This design comes from an exercise in tuning for small area, a short achievable clock period and few clock cycles on the open sky130 flow, not from production work. The RTL was checked by simulation tests, not by an equivalence proof against the original design. Power figures rest on the tool's default switching activity, not on a simulated workload.

==> design.v <==
module fcodec_scan (
    input  wire       clk,
    input  wire       rst,         
    input  wire       wr_en,
    input  wire [8:0] wr_addr,
    input  wire [7:0] wr_data,
    input  wire       start,
    input  wire [8:0] len,
    output reg        busy,
    output reg        msg_valid,
    output reg  [8:0] msg_off,     
    output reg  [7:0] msg_plen,    
    output reg        done,
    output reg  [6:0] msg_count,
    output reg  [8:0] consumed
);
    localparam NB = 257;
    localparam NG = 17;            
    localparam [7:0] HDR  = 8'hAA;
    localparam [7:0] TERM = 8'h0A;
    reg [8*NB-1:0] ibuf;
    reg       we_q;
    reg [8:0] wa_q;
    reg [7:0] wd_q;
    always @(posedge clk) begin
        we_q <= wr_en && !busy && (wr_addr < NB);
        wa_q <= wr_addr;
        wd_q <= wr_data;
    end
    wire [NB-1:0] is_hdr;      
    wire [NB-1:0] is_term;     
    wire          wd_hdr = (wd_q == HDR);
    genvar p, g, i;
    generate
        for (p = 0; p < NB; p = p + 1) begin : g_byte
            wire sel = we_q && (wa_q == p);
            always @(posedge clk)
                if (sel) ibuf[8*p +: 8] <= wd_q;
            assign is_hdr[p]  = sel ? wd_hdr : (ibuf[8*p +: 8] == HDR);
            assign is_term[p] = (ibuf[8*p +: 8] == TERM);
        end
    endgenerate
    reg [8:0]    n_len;        
    reg [NB-1:0] cand;         
    reg          c_v;          
    reg          c_has1;       
    reg          c_has2;       
    reg [8:0]    c_h1, c_h2;   
    reg [7:0]    c_l1, c_l2;   
    wire [16*NG-1:0] cand_x = {{(16*NG-NB){1'b0}}, cand};
    wire [NG-1:0]    g_any;    
    wire [NG-1:0]    g_two;    
    wire [NG-1:0]    gb1;      
    wire [NG-1:0]    gb2;      
    wire [16*NG-1:0] keep;     
    wire [8*NG-1:0]  g_l1, g_l2;   
    wire [4*NG-1:0]  g_i1, g_i2;   
    generate
        for (g = 0; g < NG; g = g + 1) begin : g_grp
            wire [15:0] c = cand_x[16*g +: 16];
            wire [15:0] b1;        
            wire [15:0] b2;        
            wire [15:0] f1 = c & ~b1;
            wire [15:0] f2 = c & b1 & ~b2;
            reg  [7:0]  l1, l2;
            reg  [3:0]  i1, i2;
            integer k;
            assign b1[0] = 1'b0;
            assign b2[0] = 1'b0;
            for (i = 1; i < 16; i = i + 1) begin : g_b
                assign b1[i] = |c[i-1:0];
                assign b2[i] = |(c[i-1:0] & b1[i-1:0]);
            end
            always @(*) begin
                l1 = 8'd0; l2 = 8'd0;
                i1 = 4'd0; i2 = 4'd0;
                for (k = 0; k < 16; k = k + 1) begin
                    if (16*g + k + 1 < NB && f1[k]) l1 = l1 | ibuf[8*(16*g+k+1) +: 8];
                    if (16*g + k + 1 < NB && f2[k]) l2 = l2 | ibuf[8*(16*g+k+1) +: 8];
                    if (f1[k]) i1 = i1 | k[3:0];
                    if (f2[k]) i2 = i2 | k[3:0];
                end
            end
            assign g_any[g]       = |c;
            assign g_two[g]       = b2[15] | (b1[15] & c[15]);
            assign g_l1[8*g +: 8] = l1;
            assign g_l2[8*g +: 8] = l2;
            assign g_i1[4*g +: 4] = i1;
            assign g_i2[4*g +: 4] = i2;
            if (g == 0) begin : g_z
                assign gb1[g] = 1'b0;
                assign gb2[g] = 1'b0;
            end else begin : g_nz
                assign gb1[g] = |g_any[g-1:0];
                assign gb2[g] = |(g_two[g-1:0] | (g_any[g-1:0] & gb1[g-1:0]));
            end
            assign keep[16*g +: 16] = b2 | {16{gb2[g]}} | (b1 & {16{gb1[g]}});
        end
    endgenerate
    wire [NG-1:0] s1  = g_any & ~gb1;
    wire [NG-1:0] s2a = g_two & ~gb1;
    wire [NG-1:0] s2b = g_any & gb1 & ~gb2;
    wire          a_has1 = |g_any;
    wire          a_has2 = |(s2a | s2b);
    reg  [8:0]    a_h1, a_h2;
    reg  [7:0]    a_l1, a_l2;
    integer kk;
    always @(*) begin
        a_h1 = 9'd0; a_h2 = 9'd0;
        a_l1 = 8'd0; a_l2 = 8'd0;
        for (kk = 0; kk < NG; kk = kk + 1) begin
            if (s1[kk]) begin
                a_h1 = a_h1 | {kk[4:0], g_i1[4*kk +: 4]};
                a_l1 = a_l1 | g_l1[8*kk +: 8];
            end
            if (s2a[kk]) begin
                a_h2 = a_h2 | {kk[4:0], g_i2[4*kk +: 4]};
                a_l2 = a_l2 | g_l2[8*kk +: 8];
            end
            if (s2b[kk]) begin
                a_h2 = a_h2 | {kk[4:0], g_i1[4*kk +: 4]};
                a_l2 = a_l2 | g_l1[8*kk +: 8];
            end
        end
    end
    wire [9:0] c_t1   = {1'b0, c_h1} + {2'b0, c_l1} + 10'd1;
    wire [9:0] c_t2   = {1'b0, c_h2} + {2'b0, c_l2} + 10'd1;
    wire       c_hit1 = (c_t1 < {1'b0, n_len}) && is_term[c_t1[8:0]];
    wire       c_hit2 = (c_t2 < {1'b0, n_len}) && is_term[c_t2[8:0]];
    wire       c_acc1 = c_v && c_hit1;
    wire       c_acc2 = c_v && !c_hit1 && c_has2 && c_hit2;
    wire       c_acc  = c_acc1 || c_acc2;
    wire       c_fin  = c_v ? (!c_has2 || (!c_hit1 && !a_has1)) : !a_has1;
    wire [8:0]    n_sel = busy ? n_len : ((len > NB) ? NB[8:0] : len);
    wire [NB-1:0] in_rng;
    wire [NB-1:0] after1, after2;
    generate
        for (p = 0; p < NB; p = p + 1) begin : g_rs
            assign in_rng[p] = (p + 3 <= n_sel);
            assign after1[p] = is_hdr[p] && in_rng[p] && (p > c_t1);
            assign after2[p] = is_hdr[p] && in_rng[p] && (p > c_t2);
        end
    endgenerate
    always @(posedge clk) begin
        if (rst) begin
            busy      <= 1'b0;
            msg_valid <= 1'b0;
            done      <= 1'b0;
            c_v       <= 1'b0;
        end else begin
            msg_valid <= 1'b0;
            done      <= 1'b0;
            c_v       <= 1'b0;
            if (!busy) begin
                if (start) begin
                    busy      <= 1'b1;
                    msg_count <= 7'd0;
                    consumed  <= 9'd0;
                end
            end else begin
                c_v <= !c_acc;
                if (c_fin) begin
                    busy <= 1'b0;
                    done <= 1'b1;
                end
                if (c_acc) begin
                    msg_valid <= 1'b1;
                    msg_count <= msg_count + 7'd1;
                    consumed  <= c_acc1 ? c_t1[8:0] + 9'd1 : c_t2[8:0] + 9'd1;
                end
            end
        end
    end
    always @(posedge clk) begin
        if (!busy) begin
            n_len <= n_sel;
            cand  <= is_hdr & in_rng;
        end else if (c_acc1) begin
            cand  <= after1;
        end else if (c_acc2) begin
            cand  <= after2;
        end else begin
            cand  <= cand & keep[NB-1:0];
        end
        c_has1   <= a_has1;
        c_has2   <= a_has2;
        c_h1     <= a_h1;
        c_h2     <= a_h2;
        c_l1     <= a_l1;
        c_l2     <= a_l2;
        msg_off  <= c_hit1 ? c_h1 + 9'd2 : c_h2 + 9'd2;
        msg_plen <= c_hit1 ? c_l1 - 8'd1 : c_l2 - 8'd1;
    end
endmodule
==> run.sh <==
#!/bin/bash
# synth_recipe.tcl (not shown) runs the flow's synth.tcl, then flattens the netlist and writes it again
# the make line also repeats each setting of config.mk as NAME=value (left out here)
make -C /OpenROAD-flow-scripts/flow DESIGN_CONFIG=/design/flow/config.mk WORK_HOME=/design/flow/orfs CLKGATE_MAP_FILE= SYNTH_SCRIPT=/design/flow/synth_recipe.tcl finish
==> config.mk <==
export PLATFORM = sky130hd
export DESIGN_NAME = fcodec_scan
export DESIGN_NICKNAME = fcodec_scan
export VERILOG_FILES = /design/flow/design.v
export SDC_FILE = /design/flow/constraint.sdc
export NUM_CORES = 4
export LEC_CHECK = 0
export CAP_MARGIN = 20
export CORE_MARGIN = 2
export CORE_UTILIZATION = 45
export PLACE_DENSITY = 0.55
export SETUP_SLACK_MARGIN = 5
export SLEW_MARGIN = 20
==> constraint.sdc <==
create_clock -name core_clock -period 10.0 [get_ports {clk}]
set_input_delay 2.0000 -clock core_clock [delete_from_list [all_inputs] [get_ports {clk}]]
set_output_delay 2.0000 -clock core_clock [all_outputs]
set_load 0.01 [all_outputs]
==> run summary <==
through the flow:
step | area [um2] | total power (W) | util [%] | setup slack [ns]
CTS | 178000 | 0.0263 | 54.7 | 4.31
detailed placement | 157000 | 0.0149 | 48.5 | 2.08
global placement | 157000 | 0.0149 | 48.3 | 0.0677
floorplan | 147000 | 0.0126 | - | 4.97
layer usage:
layer | track usage [%] | overflow
met5 | 27.6 | 0
met4 | 66.9 | 0
met3 | 47.3 | 0
met2 | 84.7 | 0
met1 | 70.4 | 1
worst max-delay path by stage:
| stage | start | endpoint | depth (start not counted) |
|---|---|---|---|
| 2_1_floorplan | c_h1[1] | consumed[8] | 29 |
| 3_3_place_gp | cand[225] | c_l2[0] | 12 |
| 3_5_place_dp | len[8] | cand[30] | 13 |
| 4_1_cts | c_l1[0] | msg_plen[6] | 24 |
power by group through the flow:
stage	clock network, W	registers, W	logic [W]
after CTS	0.0106	0.0110	0.00469
after global placement	0	0.0113	0.00367
after floorplan	0	0.0113	0.00129
after detailed placement	0	0.0113	0.00367
kinds of logic after synthesis:
group	after synthesis	synth area share, %
simple gates	6622	22.4
compound gates	5272	24.8
flops	2412	47.0
buf+inv	1296	3.35
mux	121	1.03
fa+ha+maj	117	0.871
xor+xnor	103	0.613
what timing repair did:
action,4_1_cts
pin swaps,314
hold buffers,0
setup buffers,340
resized for setup,1355
setup endpoints to repair,337
cloned,69
==> results.sh <==
export IMPL_netlist_top_cell_by_area="sky130_fd_sc_hd__edfxtp_1"
export IMPL_grt_max_degree=125
export IMPL_rows=209
export IMPL_clock_root_buffer="sky130_fd_sc_hd__clkbuf_16"
export IMPL_synth_top_cells_by_count="sky130_fd_sc_hd__edfxtp_1 (2081), sky130_fd_sc_hd__nand2_1 (1748), sky130_fd_sc_hd__nor2_1 (1737), sky130_fd_sc_hd__a21oi_1 (1006), sky130_fd_sc_hd__o21ai_0 (993)"
export IMPL_gp_congestion=1.35
export IMPL_status="aborted with a tool error"
export IMPL_cts_htree_levels=5
export IMPL_global_route_overflow_total=1
export IMPL_synth_ff_latch_count=2412
export IMPL_initial_utilization_pct=45.3
export IMPL_seq_area_frac_synth_pct=47.0
export IMPL_track_usage_pct=67.7
export IMPL_synthTopCellsByArea="sky130_fd_sc_hd__edfxtp_1 (42%), sky130_fd_sc_hd__dfxtp_1 (4.5%), sky130_fd_sc_hd__nand2_1 (4.5%), sky130_fd_sc_hd__nor2_1 (4.4%), sky130_fd_sc_hd__a21oi_1 (3.4%)"
export IMPL_synth_cells=15900
export IMPL_clockBufferDepth=4
export IMPL_cts_sinks=2412
export IMPL_error="[ERROR GRT-0232] Routing congestion too high. Check the congestion heatmap in the GUI."
export IMPL_postSynth_topFlopCell="sky130_fd_sc_hd__edfxtp_1"
export IMPL_hpwl_mm=829
export IMPL_ys_types=110
export IMPL_placedCellCount=20000
export IMPL_floorplan_io_pins=66
export IMPL_synth_edf_count=2081
export IMPL_syn_mean_instance_area_um2=9.23
export IMPL_synth_most_common_cell="sky130_fd_sc_hd__edfxtp_1"
export IMPL_die_h_um=576
export IMPL_cts_buffers_inserted=270
export IMPL_synth_net_count=16000
export IMPL_die_width_um=576
export IMPL_yosys_top_cell_area_share_pct=42.5
export IMPL_ys_async_sr_fraction_pct=0
export IMPL_mappedNetlistArea_mm2=0.147
export IMPL_outcome_stop_stage="global routing"
export IMPL_yosysWarningCount=33
export IMPL_port_buffers=65
Testbench counts, summed over its fixed seeds: cycles 9,937.
